This design comes from an exercise in tuning for small area on the open sky130 flow, not from production work.
Function was checked by simulation only, so behaviour that the tests miss may differ from the original.
No activity file was given, so power comes from the tool's default toggle rates.

## red
## linkcore_dp
module linkcore_dp (
    input  wire        clk,
    input  wire        rst,         
    input  wire        op_valid,
    output wire        op_ready,
    input  wire [7:0]  op_code,
    input  wire [31:0] op_a,
    input  wire [31:0] op_b,
    output reg         res_valid,
    output wire        res_err,
    output wire [31:0] res_data,
    output wire [31:0] key,
    output wire [31:0] csum,
    output wire [31:0] localkey,
    output wire [31:0] remotekey,
    output wire [31:0] err
);
Size: ~660 cells after synthesis, ~220 flip-flops, about 270 I/O pins, ~0.0067 mm^2 of cells after synthesis.
clock: 10.0 ns
lec_check: 0
cap_margin: 20
core_margin: 2
core_utilization: 40
slew_margin: 20
standard.sh (not shown) runs the stock make flow with config.mk's settings and CLKGATE_MAP_FILE= SYNTH_SCRIPT=/design/flow/synth_recipe.tcl, a recipe that flattens the netlist after the stock synthesis.
==> flow/flow/run.sh <==
#!/bin/bash
# The standard layout (standard.sh), changed in three ways:
#  - synthesis maps the logic with an area-oriented ABC script
#    (flow/abc_area.scr) instead of ORFS's speed script, and leaves adders to
#    ABC (ADDER_MAP_FILE empty) instead of mapping them first; the rest of
#    the synthesis (synth_recipe.tcl, ORFS synth.tcl) is unchanged, so the
#    registers keep their names and cell types;
#  - the port buffers are the smallest buffer cell (buf_1);
#  - the clock tree uses clkbuf_4 leaves without dummy loads.
set -euo pipefail
here=$(pwd)
abc_scr=$here/flow/abc_area.scr
sed "s|log_cmd abc {\*}\$abc_args|log_cmd abc -script $abc_scr {*}[lrange \$abc_args 2 end]|" \
    "$FLOW_HOME/scripts/synth.tcl" > "$here/synth_area.tcl"
grep -q "abc -script $abc_scr" "$here/synth_area.tcl"
sed "s|source \$::env(SCRIPTS_DIR)/synth.tcl|source $here/synth_area.tcl|" \
    "$here/synth_recipe.tcl" > "$here/synth_recipe_area.tcl"
grep -q "source $here/synth_area.tcl" "$here/synth_recipe_area.tcl"
sed "s|SYNTH_SCRIPT=[^ ]*|SYNTH_SCRIPT=$here/synth_recipe_area.tcl ADDER_MAP_FILE=|" \
    "$here/standard.sh" > "$here/standard_area.sh"
grep -q "SYNTH_SCRIPT=$here/synth_recipe_area.tcl" "$here/standard_area.sh"
export BUFFER_PORTS_ARGS="-buffer_cell sky130_fd_sc_hd__buf_1"
export CTS_ARGS="-sink_clustering_enable -repair_clock_nets -buf_list sky130_fd_sc_hd__clkbuf_4 -root_buf sky130_fd_sc_hd__clkbuf_8 -dont_use_dummy_load -sink_clustering_size 11 -sink_clustering_max_diameter 50"
bash "$here/standard_area.sh" > "$here/standard.log" 2>&1
==> flow/flow/abc_area.scr <==
strash
&get -n
&deepsyn -T 30
&put
dch -f
amap
red was carried through to the last stage, and its layout satisfied the timing, design-rule and antenna checks.
The following lists how blue was set up differently from red:
diff --git a/flow/design.v b/flow/design.v
--- a/flow/design.v
+++ b/flow/design.v
@@ -83,25 +83,25 @@
     wire pc_rkey = (pc == OP_RKEY);
     wire pc_seal = (pc == OP_SEAL);
     wire pc_msk  = (pc == OP_MASK) || (pc == OP_CRYPT) || (pc == OP_PAYW) || pc_seal;
     wire pc_fold = (pc == OP_CSUM_FOLD) || (pc == OP_PAYW);
     wire pc_tld  = (pc == OP_CSUM_FINAL) || pc_seal;
     localparam [31:0] K_NEG = 32'hFE00_0001;
     localparam [31:0] K_SUB = 32'hFFFF_FE00;
     wire x_t   = pc_seal ? b_t : a_t;
     wire k_t   = pc_kdf ? K_SUB[p] : K_NEG[p];
     wire z_t;
     wire unit  = pc_msk  ? (z_t ^ MASK_CONST[p]) :
                  pc_kdf  ? z_t :
-                 pc_rkey ? (a_t ^ REMOTE_KEY_XOR[p] ^ K[0]) : 1'b0;    
+                 pc_rkey ? (a_t ^ REMOTE_KEY_XOR[p]) : 1'b0;
     wire cseal = C[0] | (~plo & T[0]);             
     wire d_t   = pc_seal ? cseal : (pc_msk ? b_t : 1'b0);
     wire s_pre = d_t ^ unit;
     wire fw_t  = (pc == OP_PAYW) ? b_t : a_t;
     wire fb    = T[0] ^ C[0] ^ fw_t;
     wire n8    = op_a[11] ^ ~(op_a[9] | op_a[10]);    
     wire mult = (opl == OP_KADV) || (opl == OP_CRYPT) || (opl == OP_PAYW) || (opl == OP_SEAL);
     wire in_post = (mode == M_POST);
     wire last = in_post && (pass == 3'd5);
     reg        na, n1, n2;
     reg        g1, g2;
     reg        ta, tp1, tp2;
@@ -157,42 +157,43 @@
     wire er_any = er_res | er_mis | er_win;
     assign res_err = er_any;       
     wire clr = (mode == M_CLR);
     wire pre = (mode == M_PRE);
     wire seed_t = CSUM_SEED[p];
     wire o_init = (opl == OP_CSUM_INIT);
     wire o_cfold = (opl == OP_CSUM_FOLD) || (opl == OP_PAYW);     
     wire o_cor   = (opl == OP_CSUM_FINAL) || (opl == OP_SEAL);    
     wire o_cgrp  = o_init || (opl == OP_CSUM_FOLD) || (opl == OP_CSUM_FINAL);    
     wire o_kdf   = (opl == OP_KDF);
     wire o_rkey  = (opl == OP_RKEY);
     wire o_kseed = (opl == OP_KSEED);
-    wire o_kgrp  = o_kseed || o_rkey || (opl == OP_KADV) || (opl == OP_MASK) ||
-                   (opl == OP_CRYPT) || (opl == OP_PAYW) || (opl == OP_SEAL);   
+    wire o_kgrp  = o_kseed || (opl == OP_KADV) || (opl == OP_MASK) || (opl == OP_CRYPT) ||
+                   (opl == OP_PAYW) || (opl == OP_SEAL);                        
     wire mulk = in_post && mult && (pass == 3'd2 || pass == 3'd3 || pass == 3'd4);
     wire mulo = in_post && mult && (pass == 3'd1);
     wire hK = clr ? 1'b0 :
               (last && o_kseed) ? R[0] :
               mulk ? y_t : K[0];
     wire hC = (clr || (last && o_init)) ? seed_t :
               ((~(last && o_cfold) & C[0]) |
                (last & ((o_cfold & plo) | (o_cor & ~plo)) & T[0]));
-    wire hR = clr ? 1'b0 : (last && o_rkey) ? (K[0] ^ S[0]) : R[0];
+    wire hR = clr ? 1'b0 : (last && o_rkey) ? S[0] : R[0];
     wire hL = clr ? 1'b0 :
               (last && o_kdf && p[4]) ? ((p == 5'd23) ? (S[26] ^ ~T[0]) : kdf_t) : L[0];
     wire hO = clr ? 1'b0 :
               mulo ? y_t :
               !last ? O[0] :
               o_cgrp ? hC :
               o_kdf  ? kdf_t :
+              o_rkey ? S[0] :
               o_kgrp ? (hK ^ S[0]) : O[0];
     wire hS = pre ? s_pre : S[0];
     wire tfold = pre && pc_fold;
     reg  hT;
     always @(*) begin
         if (pre) begin
             if (pc_fold)      hT = fb;
             else if (pc_tld)  hT = plo ? a_t : T[0];
             else if (pc_kdf)  hT = n8;
             else              hT = 1'b0;
         end else if (in_post || (mode == M_IDLE && predone))
             hT = T[0];
[summary]
~same sequential power in blue and red
blue: number of combinational gates with multiple inputs 2 below red
blue -> red: layout overhead on the synthesized area flat
On blue: fraction of area in registers is 0.40 points higher than what red gave.
Delta (blue minus red): cell area shows a reduction of 0.72%, required time reported for the critical path endpoint now sits lower.
The met3 demand-to-capacity share in global routing reported for blue is smaller than that of red by 1.8 points.
Final-layout clock buffer total, blue and red: lower on red
blue ended up with simple AND/OR/NAND/NOR gates as its dominant combinational cell family by area after synthesis; red ended up with compound AO/OA/AOI/OAI gates.
Delta (blue minus red): met1 capacity usage during global routing shows a reduction of 1.6 points, clock skew moved down, combinational fraction of design power increased 0.4 points, buffer count excluding the clock tree in the final layout went down 0.81%, maximum clock frequency lost 0.75%.

==> afterwards: timing with drivers on the ports <==
In the flow no input, the clock included, has a driving cell. The finished layouts below were timed again as built, in two steps.
Step 1, drivers: a clkbuf_16 drives clk and a buf_2 each remaining input, both assumed.
Step 2 times the ports against the registers' clock, not the clock port: input delays grow and output delays shrink by t, the midpoint of the rising clock arrivals with the driver on.
a / b / c = no drivers / after step 1 / after step 2; a / b = the first two.
run	t (ns)	setup WS [ns]	worst setup path at the end	clock arrival spread, ns	worst data-port slew with drivers (ns)
red	0.531	4.802 / 4.820 / 4.289	input to register	0.092 / 0.092	0.06
blue	0.523	4.763 / 4.763 / 4.330	input to register	0.062 / 0.062	0.05
After both steps every run listed still meets setup and hold. The setup slack of red, which loses most, moves by +0.018 ns with the drivers and by -0.513 ns with both steps.
